Context: an optimization exercise on an open-source flow, tuned for small area. The choices shown serve that exercise and are no tape-out recipe.
Function was checked by simulation only, so behaviour that the tests miss may differ from the original.
Power is estimated from default activity; no workload was simulated.

[flow/flow/run.sh]
#!/bin/bash
# Own layout flow: the standard flow (standard.sh, unchanged synthesis
# script and register mapping) with these changes to how the layout is made:
#   * the ABC technology-mapping script is area-oriented (flow/abc_area.script)
#   * the port buffers are the smallest buffer cell
#   * clock tree: larger sink clusters, no dummy loads.
# Every tool's output stays in ORFS's own logs under orfs/logs; make's output
# goes to make.log here.
set -euo pipefail
W=$(pwd)
rm -rf "$W/scripts_own"
cp -r "$FLOW_HOME/scripts" "$W/scripts_own"
cp "$W/flow/abc_area.script" "$W/scripts_own/abc_area.script"
bash "$W/standard.sh" \
  SCRIPTS_DIR="$W/scripts_own" \
  BUFFER_PORTS_ARGS="-buffer_cell sky130_fd_sc_hd__buf_1" \
  CTS_ARGS="-sink_clustering_enable -repair_clock_nets -sink_clustering_size 15 -sink_clustering_max_diameter 150 -buf_list sky130_fd_sc_hd__clkbuf_8 -dont_use_dummy_load" \
  finish > "$W/make.log" 2>&1
[flow/flow/abc_area.script]
&get -n
&st
&dch
&nf
&st
&syn2
&dch
&nf
&st
&syn2
&dch
&nf
&put
topo
stime -c
[flow/standard.sh]
#!/bin/bash
# synth_recipe.tcl (not shown) runs the flow's synth.tcl, then flattens the netlist and writes it again
# the make line also repeats each setting of config.mk as NAME=value (left out here)
make -C /OpenROAD-flow-scripts/flow DESIGN_CONFIG=/design/flow/config.mk WORK_HOME=/design/flow/orfs CLKGATE_MAP_FILE= SYNTH_SCRIPT=/design/flow/synth_recipe.tcl "${@:-finish}"
[flow/config.mk]
export PLATFORM = sky130hd
export DESIGN_NAME = swpd
export DESIGN_NICKNAME = swpd
export VERILOG_FILES = /design/flow/design.v
export SDC_FILE = /design/flow/constraint.sdc
export NUM_CORES = 4
export LEC_CHECK = 0
export ABC_AREA = 1
export CAP_MARGIN = 20
export CORE_MARGIN = 2
export CORE_UTILIZATION = 60
export PLACE_DENSITY = 0.7
export SLEW_MARGIN = 20
[flow/constraint.sdc]
create_clock -name core_clock -period 12.0 [get_ports {clk}]
set_input_delay 2.4000 -clock core_clock [delete_from_list [all_inputs] [get_ports {clk}]]
set_output_delay 2.4000 -clock core_clock [all_outputs]
set_load 0.01 [all_outputs]
[flow/design.v]
module swpd (
    input  wire        clk,
    input  wire        rst,
    input  wire [31:0] now_us,
    input  wire        line_i,
    output wire        line_oe,
    output wire        line_o,
    input  wire [5:0]  bus_addr,
    input  wire        bus_we,
    input  wire [31:0] bus_wdata,
    output reg  [31:0] bus_rdata,
    output wire        done_o,
    output wire        busy_o
);
    reg        busy;
    reg [2:0]  code;
    reg [31:0] nt_mark;
    reg [39:0] shift;
    reg [5:0]  bit_cnt;
    reg        done;
    reg [31:0] cfg_timeout;
    reg [31:0] cfg_start_low;
    reg [31:0] cfg_release;
    reg [31:0] cfg_bit0_min;
    reg [31:0] cfg_bit0_max;
    reg [31:0] cfg_bit1_min;
    reg [31:0] cfg_bit1_max;
    wire [3:0] slot     = bus_addr[5:2];
    wire       op_ctrl  = bus_we && (slot == 4'd0);
    wire       op_start = op_ctrl && bus_wdata[0];
    wire       op_clear = op_ctrl && (bus_wdata[1:0] == 2'b10);
    function [31:0] sub32(input [31:0] a, input [31:0] nb);
        integer j;
        reg [31:0] p, g;
        reg c, r;
        begin
            p = a ^ nb;
            g = a & nb;
            c = 1'b1;
            for (j = 0; j < 32; j = j + 2) begin
                sub32[j]   = p[j] ^ c;
                r          = g[j] | (p[j] & c);
                sub32[j+1] = p[j+1] ^ r;
                c = (g[j+1] | (p[j+1] & g[j])) | (p[j+1] & p[j] & c);
            end
        end
    endfunction
    function cmp32(input [31:0] a, input [31:0] b, input ci);
        integer j;
        reg [31:0] p, g;
        reg c;
        begin
            g = a & ~b;
            p = a | ~b;
            c = ci;
            for (j = 0; j < 32; j = j + 4)
                c = (g[j+3] | (p[j+3] & (g[j+2] | (p[j+2] & (g[j+1] | (p[j+1] & g[j]))))))
                  | (p[j+3] & p[j+2] & p[j+1] & p[j] & c);
            cmp32 = c;
        end
    endfunction
    wire [31:0] elapsed   = sub32(now_us, nt_mark);
    wire        meas_low  = (code == 3'd7) && !line_i;
    wire        sel_sl    = (code == 3'd1);
    wire        sel_rel   = (code == 3'd2);
    wire        sel_tmo   = !(sel_sl | sel_rel | meas_low);
    wire [31:0] lim       = ({32{sel_sl}}   & cfg_start_low)
                          | ({32{sel_rel}}  & cfg_release)
                          | ({32{meas_low}} & cfg_bit0_min)
                          | ({32{sel_tmo}}  & cfg_timeout);
    wire        lim_hit   = !cmp32(lim, elapsed, 1'b0);
    wire        timed_out = lim_hit;
    wire        is_zero   = lim_hit && cmp32(cfg_bit0_max, elapsed, 1'b1);
    wire        is_one    = !cmp32(cfg_bit1_min, elapsed, 1'b0) && cmp32(cfg_bit1_max, elapsed, 1'b1);
    wire        malformed = !is_zero && !is_one;
    wire        last_bit  = bit_cnt[5] & bit_cnt[2] & bit_cnt[1] & bit_cnt[0];
    wire        frame_valid = !busy && (code == 3'd1);
    function [7:0] add4(input [7:0] a, input [7:0] b, input [7:0] c, input [7:0] d);
        integer i;
        reg [7:0] s1, c1, s2, c2;
        reg cy;
        begin
            s1 = a ^ b ^ c;
            c1 = {(a[6:0] & b[6:0]) | (a[6:0] & c[6:0]) | (b[6:0] & c[6:0]), 1'b0};
            s2 = s1 ^ c1 ^ d;
            c2 = {(s1[6:0] & c1[6:0]) | (s1[6:0] & d[6:0]) | (c1[6:0] & d[6:0]), 1'b0};
            cy = 1'b0;
            for (i = 0; i < 8; i = i + 1) begin
                add4[i] = s2[i] ^ c2[i] ^ cy;
                cy = (s2[i] & c2[i]) | (s2[i] & cy) | (c2[i] & cy);
            end
        end
    endfunction
    wire [7:0]  sum4        = add4(shift[39:32], shift[31:24], shift[23:16], shift[15:8]);
    wire        sum_ok      = (sum4 == shift[7:0]);
    wire        chk_ok      = frame_valid && sum_ok;
    wire [2:0]  state       = busy ? code : 3'd0;
    reg  [3:0]  result;
    reg  [2:0]  err_state;
    always @(*) begin
        result    = 4'd0;
        err_state = 3'd0;
        if (!busy) begin
            case (code)
                3'd1:       result = sum_ok ? 4'd1 : 4'd2;
                3'd2:       begin result = 4'd5; err_state = 3'd7; end
                3'd3, 3'd4, 3'd5: begin result = 4'd3; err_state = code; end
                3'd6, 3'd7: begin result = 4'd4; err_state = code; end
                default: ;
            endcase
        end
    end
    wire        err_any = !busy && (code[2] | code[1]);
    wire [5:0]  err_bit = err_any ? bit_cnt : 6'd0;
    wire        inv     = !busy && (code == 3'd2);
    assign line_oe = busy && (code == 3'd1);
    assign line_o  = 1'b0;
    assign done_o  = done;
    assign busy_o  = busy;
    wire [15:0] sel;
    genvar gk;
    generate for (gk = 0; gk < 16; gk = gk + 1) begin : g_sel
        assign sel[gk] = (slot == gk);
    end endgenerate
    wire        sel_sh = (sel[2] & frame_valid) | (sel[5] & inv);
    wire [31:0] status = {10'd0, bit_cnt, result, 1'b0, state, 3'b000,
                          line_oe, chk_ok, frame_valid, done, busy};
    always @(*) begin
        bus_rdata = ({32{sel[1]}}  & status)
                  | ({32{sel_sh}}  & shift[39:8])
                  | ({32{sel[3] & frame_valid}} & {16'd0, sum4, shift[7:0]})
                  | ({32{sel[4]}}  & {21'd0, err_state, 2'b00, err_bit})
                  | ({32{sel[6]}}  & cfg_timeout)
                  | ({32{sel[7]}}  & cfg_start_low)
                  | ({32{sel[8]}}  & cfg_release)
                  | ({32{sel[9]}}  & cfg_bit0_min)
                  | ({32{sel[10]}} & cfg_bit0_max)
                  | ({32{sel[11]}} & cfg_bit1_min)
                  | ({32{sel[12]}} & cfg_bit1_max);
    end
    wire        cfg_wr = bus_we && !busy;
    wire [31:0] w_lo   = bus_wdata & {32{~rst}};
    wire [31:0] w_hi   = bus_wdata | {32{rst}};
    function [31:0] rv(input [31:0] r);
        integer i;
        for (i = 0; i < 32; i = i + 1)
            rv[i] = r[i] ? w_hi[i] : w_lo[i];
    endfunction
    always @(posedge clk) begin
        if (rst || (cfg_wr && slot == 4'd6))  cfg_timeout   <= rv(32'd1000);
        if (rst || (cfg_wr && slot == 4'd7))  cfg_start_low <= rv(32'd18000);
        if (rst || (cfg_wr && slot == 4'd8))  cfg_release   <= rv(32'd30);
        if (rst || (cfg_wr && slot == 4'd9))  cfg_bit0_min  <= rv(32'd40);
        if (rst || (cfg_wr && slot == 4'd10)) cfg_bit0_max  <= rv(32'd50);
        if (rst || (cfg_wr && slot == 4'd11)) cfg_bit1_min  <= rv(32'd65);
        if (rst || (cfg_wr && slot == 4'd12)) cfg_bit1_max  <= rv(32'd75);
    end
    wire meas_edge = busy && (code == 3'd7) && !line_i;
    always @(posedge clk) begin
        if (!busy) begin
            nt_mark <= ~now_us;
        end else begin
            case (code)
                3'd1, 3'd2: if (lim_hit) nt_mark <= ~now_us;
                3'd3, 3'd5: if (!line_i) nt_mark <= ~now_us;
                3'd4, 3'd6: if (line_i)  nt_mark <= ~now_us;
                default:    if (!line_i) nt_mark <= ~now_us;
            endcase
        end
        if (meas_edge) begin
            shift[7:0]  <= {shift[6:0], !is_zero};
            shift[39:8] <= malformed ? elapsed : shift[38:7];
        end
    end
    always @(posedge clk) begin
        if (rst) begin
            busy          <= 1'b0;
            code          <= 3'd0;
            bit_cnt       <= 6'd0;
            done          <= 1'b0;
        end else begin
            if (op_clear)
                done <= 1'b0;
            if (!busy) begin
                if (op_start) begin
                    busy    <= 1'b1;
                    code    <= 3'd1;
                    bit_cnt <= 6'd0;
                    done    <= 1'b0;
                end
            end else begin
                case (code)
                    3'd1: if (lim_hit) code <= 3'd2;
                    3'd2: if (lim_hit) code <= 3'd3;
                    3'd3, 3'd4, 3'd5, 3'd6: begin
                        if (line_i == (code == 3'd4 || code == 3'd6))
                            code <= code + 3'd1;
                        else if (timed_out) begin
                            busy <= 1'b0;
                            done <= 1'b1;
                        end
                    end
                    default: begin  
                        if (!line_i) begin
                            if (malformed) begin
                                busy <= 1'b0;
                                code <= 3'd2;
                                done <= 1'b1;
                            end else begin
                                bit_cnt <= bit_cnt + 6'd1;
                                if (last_bit) begin
                                    busy <= 1'b0;
                                    code <= 3'd1;
                                    done <= 1'b1;
                                end else
                                    code <= 3'd6;
                            end
                        end else if (timed_out) begin
                            busy <= 1'b0;
                            done <= 1'b1;
                        end
                    end
                endcase
            end
        end
    end
endmodule
==> reports/metrics.cfg, run 1 <==
[critical_path]
slowest_delay_ps = 640
cp_data_required_time_ps = 12450
critical_path_class = in2reg
ff2ff_setup_slack_ps = 3410
slowest_stage = xnor2_1
crit_start = now_us[0]
rr_worst_depth = 37
start_kind = input port
timing.critical_path.to = bit_cnt[5]
critPathMaxFanout = 69
rr_endpoint = bit_cnt[5]
critPathMostFrequentCell = o21a_1
arrival_ps = 10610
end_kind = register
rr_startpoint = nt_mark[0]

[hold_path]
hp-start = shift[5]
hold_depth = 0
hp-class = reg2reg

[synthesis]
synthArstFlopShare_pct = 0
synthFlopType = edfxtp_1
synth.area.top_cells = edfxtp_1 (57%), a222oi_1 (4.9%), fa_1 (4.3%)
synthAdderAreaFrac_pct = 7.605
ys_seq_area_share_pct = 58.77
synth_compound_area_share_pct = 19.73
syn_nets = 1395
synth_seq_cells = 307
synth_top_cell_area_share_pct = 57.35
syn_inst = 1249
yosys.area.top_type = edfxtp_1
synth_cell_types = 51
synth_top_family_by_area = compound AO/OA/AOI/OAI gates
avgSynthCellArea_sq_um = 12.41
yosysWarningCount = 1
yosys.area_share.simple_pct = 9.760
synth_xor_area_share_pct = 1.978
syn-cell-area_sq_um = 15500
muxShareOfSynthArea_pct = 0.07266
synth-edff-count = 296

[timing]
min_period_over_period_pct = 84.61
slew_violations = 0
slew_headroom_pct = 22.51
fmaxAchievable_ghz = 0.09849
rsz0062_at_grt = false
fin_crit_ps = 10150
finClkSkew_ps = 52.59
worstMarginPinSlew_ps = 1161
finalSetupViolations = 0
finalHoldViolCount = 0
finalSetupTns_ps = 0

[place]
dp_hpwl_mm = 31.02
placed_area_sq_um = 16580
placedCellCount = 1710
gp_congestion = 0.9016
numPortBuffers = 106

[die]
core_sq_um = 25250
initial_utilization_pct = 61.37
die-area_sq_um = 27130
die_w_microns = 164.7
rows = 58
die_h_microns = 164.7
ios = 110

[finish]
final_cells = 1734
final_cell_mix = edfxtp_1 (296), nand2_1 (154), buf_1 (105)
synthToLayoutAreaGrowth_pct = 9.114
drive_gt1_share_pct = 4.772
diodes = 0
mostFrequentLayoutCell = edfxtp_1
post-route-cell-area_sq_um = 16910
nets = 1552

[clock_network]
cts_tree = yes
clock_latency_ps = 610
cts_inserted_buffers = 24
cts_resized = 0
postCtsHoldBufs = 0
post_cts_buffers = 0
cts_buffer_depth = 3
clock-sinks = 307
h-tree-depth = 1
cts_root_buffer = clkbuf_8
path_clk_slew_ps = 100

[route]
wl_per_cell_microns = 27.49
via_count = 12320
ant_nets = 0
viasPerCell = 7.107
drt_iter0_drc = 2348
first_pass_iters = 9
drcViolationCount = 0
wirelength_mm = 47.68

[power_and_ir_drop]
pwr-share-clk_pct = 21.7
sw_frac_of_total_pct = 30.05
powerDensity_nw_per_um2 = 137.7
ir_worst_vdd_mv = 0.1093
p_comb_share_pct = 21.3
p_seq_share_pct = 57.0
p_int_mw = 1.629
p_sw_uw = 699.7
p_leak_nw = 5.664

[status]
status = finished clean

[global_routing]
grt_start_max_net_pins = 70
gr-total-overflow = 0
grt_pass1_wl_mm = 70.08
antenna_found_initial = 0
grt_pass1_vias = 11650
grt_usage_pct = 35.26

[flow_run]
maxCapViolations = 0

[metal layers]
| metal | vias to the layer above | part of all wire [%] | global-route usage, % |
|---|---|---|---|
| li1 | 5297 | - | - |
| met1 | 5935 | 39 | 51.26 |
| met2 | 958 | 44 | 53.16 |
| met3 | 133 | 13 | 7.358 |
| met4 | 0 | 3.6 | 12.65 |
| met5 | - | 0 | 0 |
[cells in the mapped netlist, types with 26 or more instances]
library cell and n:
nor2b_1 37, a221oi_1 26, o22ai_1 43, clkinv_1 83, nand3_1 27, edfxtp_1 296, ha_1 39, nor2_1 48
nand2_1 154, a22oi_1 58, fa_1 33, o21ai_0 70, a21oi_1 48, a222oi_1 76
[worst min path at each step]
stage	to	slack [ps]
after global placement	shift[6]	490
after detailed placement	shift[3]	500
final	shift[6]	530
after global routing	shift[6]	540
after CTS	shift[6]	520
after floorplan	shift[3]	470
[registers in the layout, indices dropped and copies added, names as in the netlist]
name / flops
cfg_release: 32
busy: 1
cfg_start_low: 32
nt_mark: 32
cfg_bit0_min: 32
cfg_bit1_max: 32
code: 3
done: 1
shift: 40
cfg_timeout: 32
bit_cnt: 6
cfg_bit0_max: 32
cfg_bit1_min: 32
[cell type report]
cell class	count	area (sq um)
inverters	83	311.5
clock buffers	24	330.3
flip-flops and latches	307	9109
repair buffers	132	594.3
fillers	1926	8343
multi-input cells	858	6153
well taps	330	412.9
[worst max-delay path, delay by kind of cell]
| family | cells | cell delay [ps] |
|---|---|---|
| adders and majority gates | 2 | 650 |
| and+or+nand+nor | 3 | 280 |
| xor gates and xnor gates | 3 | 880 |
| buffers and inverters | 3 | 540 |
| AOI/OAI and AO/OA | 27 | 5850 |
[kinds of logic after synthesis]
kind of cell | count (synthesis)
mux | 1
flops | 307
compound gates | 416
buf+inv | 84
other cells | 1
xor+xnor | 35
fa+ha+maj | 75
simple gates | 330
[per-stage QoR]
stage / hold WS [ps] / power, mW / worst slack (ps) / util [%]
after floorplan: 470.7 / 1.661 / 1447 / -
after global placement: 492.4 / 1.820 / 1391 / 65.65
after detailed placement: 499.5 / 1.834 / 1260 / 65.65
after CTS: 519.5 / 2.317 / 1793 / 66.95
after global routing: 541.1 / 2.417 / 1095 / 66.96
final: 532.7 / 2.329 / 1846 / 66.96
[power by group through the flow]
stage | combinational (mW) | clock (mW) | sequential [mW]
global route | 0.548 | 0.534 | 1.33
finish | 0.497 | 0.505 | 1.33
global placement | 0.475 | 0 | 1.35
detailed placement | 0.486 | 0 | 1.35
floorplan | 0.331 | 0 | 1.33
CTS | 0.488 | 0.505 | 1.32
==> inputs of run 2 (changes only) <==
--- a/flow/config.mk
+++ b/flow/config.mk
@@ -6,8 +6,8 @@
 export NUM_CORES = 4
 export LEC_CHECK = 0
 export ABC_AREA = 1
-export CAP_MARGIN = 20
+export CAP_MARGIN = 5
 export CORE_MARGIN = 2
 export CORE_UTILIZATION = 60
 export PLACE_DENSITY = 0.7
-export SLEW_MARGIN = 20
+export SLEW_MARGIN = 5
==> reports/metrics.cfg, run 2 <==
[synthesis]
syn_inst = 1249
yosys.area.top_type = edfxtp_1
synth_xor_area_share_pct = 1.978
syn_nets = 1395
synth-edff-count = 296
synth_commonest_cells = edfxtp_1 (296), nand2_1 (154), clkinv_1 (83)
synthFlopType = edfxtp_1
yosysMostFrequentCell = edfxtp_1
synth_cell_types = 51
synth.area.top_cells = edfxtp_1 (57%), a222oi_1 (4.9%), fa_1 (4.3%)
synth_compound_area_share_pct = 19.73
yosys.area_share.simple_pct = 9.760
syn-cell-area_sq_um = 15500
avgSynthCellArea_sq_um = 12.41
synthAdderAreaFrac_pct = 7.605
ys_seq_area_share_pct = 58.77
synth_top_family_by_area = compound AO/OA/AOI/OAI gates
synthArstFlopShare_pct = 0
muxShareOfSynthArea_pct = 0.07266
yosysWarningCount = 1
synth_top_cell_area_share_pct = 57.35
synth_seq_cells = 307

[critical_path]
end_kind = register
cp_data_required_time_ps = 12460
ff2ff_setup_slack_ps = 3370
start_kind = input port
rr_worst_depth = 37
slowest_delay_ps = 650
timing.critical_path.to = bit_cnt[5]
critPathMaxFanout = 69
critical_path_class = in2reg
critPathMostFrequentCell = o21a_1
slowest_stage = xnor2_1
rr_endpoint = bit_cnt[5]
rr_startpoint = nt_mark[0]
arrival_ps = 10670
crit_start = now_us[0]

[clock_network]
cts_tree = yes
postCtsHoldBufs = 0
cts_resized = 0
post_cts_buffers = 0
cts_buffer_depth = 3
path_clk_slew_ps = 100
cts_root_buffer = clkbuf_8
cts_inserted_buffers = 24
h-tree-depth = 1
clock-sinks = 307
clock_latency_ps = 600

[finish]
regArea_sq_um = 9109
mostFrequentLayoutCell = edfxtp_1
regMostFlops = shift
final_cells = 1736
drive_gt1_share_pct = 4.701
synthToLayoutAreaGrowth_pct = 9.130
largest_reg_flops = 40
nets = 1552
fillers = 1928
fin_util_pct = 66.97
multi_input_area_sq_um = 6151
final_cell_mix = edfxtp_1 (296), nand2_1 (154), buf_1 (105)

[route]
drcViolationCount = 0
via_count = 12360
ant_nets = 0
wirelength_mm = 47.60
viasPerCell = 7.122
drt_iter0_drc = 2239
first_pass_iters = 7
wl_per_cell_microns = 27.42

[place]
placedCellCount = 1710
numPortBuffers = 106
gp_congestion = 0.9016
dp_hpwl_mm = 31.02

[timing]
min_period_over_period_pct = 85.05
finalSetupViolations = 0
finClkSkew_ps = 47.78
slew_violations = 0
slew_headroom_pct = 21.45
holdWs_ps = 535.0
fmaxAchievable_ghz = 0.09798
finalSetupTns_ps = 0
fin_crit_ps = 10210
finalHoldViolCount = 0
rsz0062_at_grt = false
worstMarginPinSlew_ps = 1177

[global_routing]
gr-total-overflow = 0
grt_usage_pct = 35.26
antenna_found_initial = 0
grt_start_max_net_pins = 70
grt_pass1_vias = 11650
grt_pass1_wl_mm = 70.08

[die]
initial_utilization_pct = 61.37
ios = 110
die_w_microns = 164.7
die-area_sq_um = 27130
core_sq_um = 25250
die_h_microns = 164.7
rows = 58

[power_and_ir_drop]
powerDensity_nw_per_um2 = 137.7
finalPower_mw = 2.329
ir_worst_vdd_mv = 0.1097
p_leak_nw = 5.664

[flow_run]
maxCapViolations = 0

[status]
status = finished clean

[hold_path]
hp-class = reg2reg

-- run 2: kinds of logic after synthesis --
kind of cell | count (synthesis)
AOI/OAI and AO/OA | 416
and+or+nand+nor | 330
DFF | 307
buffers and inverters | 84
adders and majority gates | 75
xor gates and xnor gates | 35
other | 1
muxes | 1
-- run 2: worst min path at each step --
stage / start / depth (start not counted) / endpoint / slack, ps
CTS: shift[5] / 0 / shift[6] / 520
global placement: shift[5] / 0 / shift[6] / 490
detailed placement: shift[2] / 0 / shift[3] / 500
floorplan: shift[2] / 0 / shift[3] / 470
global route: shift[5] / 0 / shift[6] / 540
finish: shift[2] / 0 / shift[3] / 540
-- run 2: worst max-delay path: cells and delay by family --
| kind | cells | cell delay (ps) |
|---|---|---|
| adders and majority gates | 2 | 650 |
| xor gates and xnor gates | 3 | 890 |
| buffers and inverters | 3 | 540 |
| and+or+nand+nor | 3 | 280 |
| AOI/OAI and AO/OA | 27 | 5870 |
-- run 2: where the power goes --
part	switching [mW]	internal, mW	total [mW]
logic	0.322	0.175	0.497
clock network	0.325	0.179	0.504
registers	0.0522	1.28	1.33
total	0.700	1.63	2.33
-- run 2: final cells by class --
class / instances / area share [%]
Multi-Input combinational cell: 858 / 36.37
Clock buffer: 24 / 1.953
Timing Repair Buffer: 132 / 3.514
Inverter: 83 / 1.842
Sequential cell: 307 / 53.85
Antenna cell: 2 / 0.02959
Tap cell: 330 / 2.441
-- run 2: stage by stage --
step,setup WS (ps),instance area (sq um)
global route,1095,16910
global placement,1391,16580
floorplan,1447,15510
detailed placement,1260,16580
CTS,1793,16910
finish,1794,16910
-- run 2: layer usage --
layer / track usage (%) / vias to the layer above / part of all wire [%]
met5: 0 / - / 0
met4: 12.65 / 0 / 3.6
met3: 7.358 / 142 / 13
met2: 53.16 / 924 / 44
met1: 51.26 / 5992 / 39
li1: - / 5305 / -
==> inputs of run 3 (changes only) <==
--- a/flow/design.v
+++ b/flow/design.v
@@ -45,6 +45,22 @@
             end
         end
     endfunction
+    function [31:0] add32(input [31:0] a, input [31:0] nb);
+        integer j;
+        reg [31:0] p, g;
+        reg c, r;
+        begin
+            p = a ^ nb;
+            g = a & nb;
+            c = 1'b0;
+            for (j = 0; j < 32; j = j + 2) begin
+                add32[j]   = p[j] ^ c;
+                r          = g[j] | (p[j] & c);
+                add32[j+1] = p[j+1] ^ r;
+                c = (g[j+1] | (p[j+1] & g[j])) | (p[j+1] & p[j] & c);
+            end
+        end
+    endfunction
     function cmp32(input [31:0] a, input [31:0] b, input ci);
         integer j;
         reg [31:0] p, g;
@@ -59,7 +75,8 @@
             cmp32 = c;
         end
     endfunction
-    wire [31:0] elapsed   = sub32(now_us, nt_mark);
+    wire [31:0] n_elapsed = add32(nt_mark, ~now_us);
+    wire [31:0] elapsed   = ~n_elapsed;
     wire        meas_low  = (code == 3'd7) && !line_i;
     wire        sel_sl    = (code == 3'd1);
     wire        sel_rel   = (code == 3'd2);
@@ -158,13 +175,13 @@
     wire meas_edge = busy && (code == 3'd7) && !line_i;
     always @(posedge clk) begin
         if (!busy) begin
-            nt_mark <= ~now_us;
+            nt_mark <= now_us;
         end else begin
             case (code)
-                3'd1, 3'd2: if (lim_hit) nt_mark <= ~now_us;
-                3'd3, 3'd5: if (!line_i) nt_mark <= ~now_us;
-                3'd4, 3'd6: if (line_i)  nt_mark <= ~now_us;
-                default:    if (!line_i) nt_mark <= ~now_us;
+                3'd1, 3'd2: if (lim_hit) nt_mark <= now_us;
+                3'd3, 3'd5: if (!line_i) nt_mark <= now_us;
+                3'd4, 3'd6: if (line_i)  nt_mark <= now_us;
+                default:    if (!line_i) nt_mark <= now_us;
             endcase
         end
         if (meas_edge) begin
--- a/flow/config.mk
+++ b/flow/config.mk
@@ -6,8 +6,8 @@
 export NUM_CORES = 4
 export LEC_CHECK = 0
 export ABC_AREA = 1
-export CAP_MARGIN = 5
+export CAP_MARGIN = 20
 export CORE_MARGIN = 2
 export CORE_UTILIZATION = 60
 export PLACE_DENSITY = 0.7
-export SLEW_MARGIN = 5
+export SLEW_MARGIN = 20
==> reports/metrics.cfg, run 3 <==
[power_and_ir_drop]
powerDensity_nw_per_um2 = 138.9
sw_frac_of_total_pct = 30.20
p_sw_uw = 707.1
finalPower_mw = 2.341
p_seq_share_pct = 56.7
pwr-share-clk_pct = 21.6
p_int_mw = 1.634
p_leak_nw = 5.777
ir_worst_vdd_mv = 0.1013
p_comb_share_pct = 21.7

[clock_network]
cts_resized = 0
path_clk_slew_ps = 100
cts_inserted_buffers = 24
postCtsHoldBufs = 0
cts_tree = yes
post_cts_buffers = 0
h-tree-depth = 1
cts_buffer_depth = 3
clock-sinks = 307
clock_latency_ps = 590
cts_root_buffer = clkbuf_8

[critical_path]
path_delay_family = compound AO/OA/AOI/OAI gates
cp_data_required_time_ps = 12440
critPathMaxFanout = 35
critPathMostFrequentCell = a21o_1
arrival_ps = 10840
end_kind = register
slowest_delay_ps = 650
start_kind = input port
slowest_stage = o32a_2
critical_path_class = in2reg
critical_path_buf_inv_count = 3

[status]
status = finished clean

[global_routing]
grt_usage_pct = 35.36
antenna_found_initial = 0
gr-total-overflow = 0
grt_start_max_net_pins = 60
grt_pass1_wl_mm = 70.00
grt_pass1_vias = 11520

[synthesis]
syn-cell-area_sq_um = 15450
synth-edff-count = 296
synth.area.top_cells = edfxtp_1 (58%), a222oi_1 (4.8%), fa_1 (4.4%)
yosysMostFrequentCell = edfxtp_1
yosysWarningCount = 1
syn_nets = 1366
synth_seq_cells = 307
synth_commonest_cells = edfxtp_1 (296), nand2_1 (113), a222oi_1 (74)
synthFlopType = edfxtp_1
synth_top_cell_area_share_pct = 57.53
yosys.area.top_type = edfxtp_1
avgSynthCellArea_sq_um = 12.65
ys_seq_area_share_pct = 58.95
syn_inst = 1221
synthArstFlopShare_pct = 0
synth_cell_types = 51

[route]
wl_per_cell_microns = 27.82
ant_nets = 0
viasPerCell = 7.076
drt_iter0_drc = 2486
wirelength_mm = 47.53
via_count = 12090
first_pass_iters = 9
drcViolationCount = 0

[die]
die-area_sq_um = 27050
die_h_microns = 164.5
rows = 58
die_w_microns = 164.5
ios = 110
core_sq_um = 25250
initial_utilization_pct = 61.18

[place]
dp_hpwl_mm = 31.37
dp_slack_ps = 958.2
placedCellCount = 1683
gp_congestion = 0.9605
numPortBuffers = 106

[timing]
finalSetupTns_ps = 0
finalHoldViolCount = 0
worstMarginPinSlew_ps = 1058
finalSetupViolations = 0
finClkSkew_ps = 39.75
fmaxAchievable_ghz = 0.09613
min_period_over_period_pct = 86.69
fin_crit_ps = 10400
slew_headroom_pct = 29.45
worst_slack_ps = 1597
slew_violations = 0
rsz0062_at_grt = false

[finish]
drive_gt1_share_pct = 4.793
nets = 1524
regMostFlops = shift
synthToLayoutAreaGrowth_pct = 9.102
final_cell_mix = edfxtp_1 (296), nand2_1 (113), buf_1 (105)
mostFrequentLayoutCell = edfxtp_1
largest_reg_flops = 40
fillers = 1989
final_cells = 1708

[hold_path]
hp-class = reg2reg

[flow_run]
maxCapViolations = 0

## run 3: cell count changes after synthesis, moves of 9 or more
cell	delta
nand2_1	-41
clkinv_1	-12
o21ai_0	-33
a21o_1	+14
xor2_1	+9
nor2_1	+24
a21oi_1	+19
## run 3: cell families (layout without fill, tap and decap cells)
family,count (synthesis),in the layout,share of synthesized area (%)
other cells,1,2,0.02427
compound gates,426,426,20.50
xor+xnor,37,37,2.097
fa+ha+maj,74,74,7.596
buf+inv,72,228,1.773
simple gates,304,304,9.061
flops,307,307,58.95
## run 3: cell type report
cell class                      count  area, sq um  share of cell area [%]
Timing Repair Buffer              133        614.3                   3.644
Sequential cell                   307         9109                   54.03
Clock buffer                       24        330.3                   1.959
Multi-Input combinational cell    842         6122                   36.32
Inverter                           71        266.5                   1.581
Tap cell                          330        412.9                   2.449
Antenna cell                        1        2.502                 0.01484
## run 3: path summary, 6_finish.rpt
| check | startpoint | endpoint | slack, ps | depth (start not counted) |
|---|---|---|---|---|
| worst min register to register | done | done | 520 | 2 |
| worst max register to register | nt_mark[0] | bit_cnt[1] | 3200 | 33 |
| worst max-delay path | now_us[0] | bit_cnt[1] | 1600 | 35 |
| worst min-delay path | done | done | 520 | 2 |
## run 3: stage by stage
step	hold WS, ps	instance area (sq um)	utilization, %
after floorplan	470.8	15450	-
after global placement	490.6	16520	65.43
after detailed placement	485.7	16520	65.43
after CTS	499.7	16850	66.74
after global routing	544.6	16850	66.74
final	516.9	16860	66.75
## run 3: layer usage
metal | share of wire [%] | vias to the layer above | GRT usage [%]
li1 | - | 5249 | -
met1 | 38 | 5844 | 50.24
met2 | 46 | 876 | 56.22
met3 | 13 | 117 | 6.705
met4 | 3.1 | 0 | 10.24
met5 | 0 | - | 0
## run 3: worst register-to-register path: cells and delay by family, from the launching register on
kind,cells,cell delay (ps)
fa+ha+maj,3,1010
compound gates,26,6030
buf+inv,1,470
simple gates,2,190
xor+xnor,1,560
flops,1,380
## run 3: power groups by stage
stage          Combinational [mW]  Clock (mW)  Sequential [mW]
3_5_place_dp                0.496           0             1.35
4_1_cts                     0.497       0.507             1.33
2_1_floorplan               0.342           0             1.33
5_1_grt                     0.554       0.541             1.34
3_3_place_gp                0.484           0             1.35
6_report                    0.507       0.506             1.33

static timing again, ports no longer ideal:
In the flow no input, the clock included, has a driving cell. The finished layouts below were timed again as built, in two steps.
Step 1, drivers: a clkbuf_16 drives clk and a buf_2 each remaining input, both assumed.
Step 2, shift: input delay + t, output delay - t, t = (earliest + latest rising clock arrival at the registers) / 2. This alone moves slack from input paths to output paths.
a / b / c = no drivers / after step 1 / after step 2; a / b = the first two.
| run | t (ns) | setup slack, ns | pins driven straight from the clock port |
|---|---|---|---|
| run 1 | 0.627 | 1.846 / 1.870 / 1.244 | 1 |
| run 2 | 0.627 | 1.794 / 1.816 / 1.189 | 1 |
| run 3 | 0.616 | 1.597 / 1.619 / 1.003 | 1 |
After both steps every run listed still meets setup and hold. For run 2, which loses most, drivers alone change the setup slack by +0.022 ns; drivers and shift together by -0.605 ns.
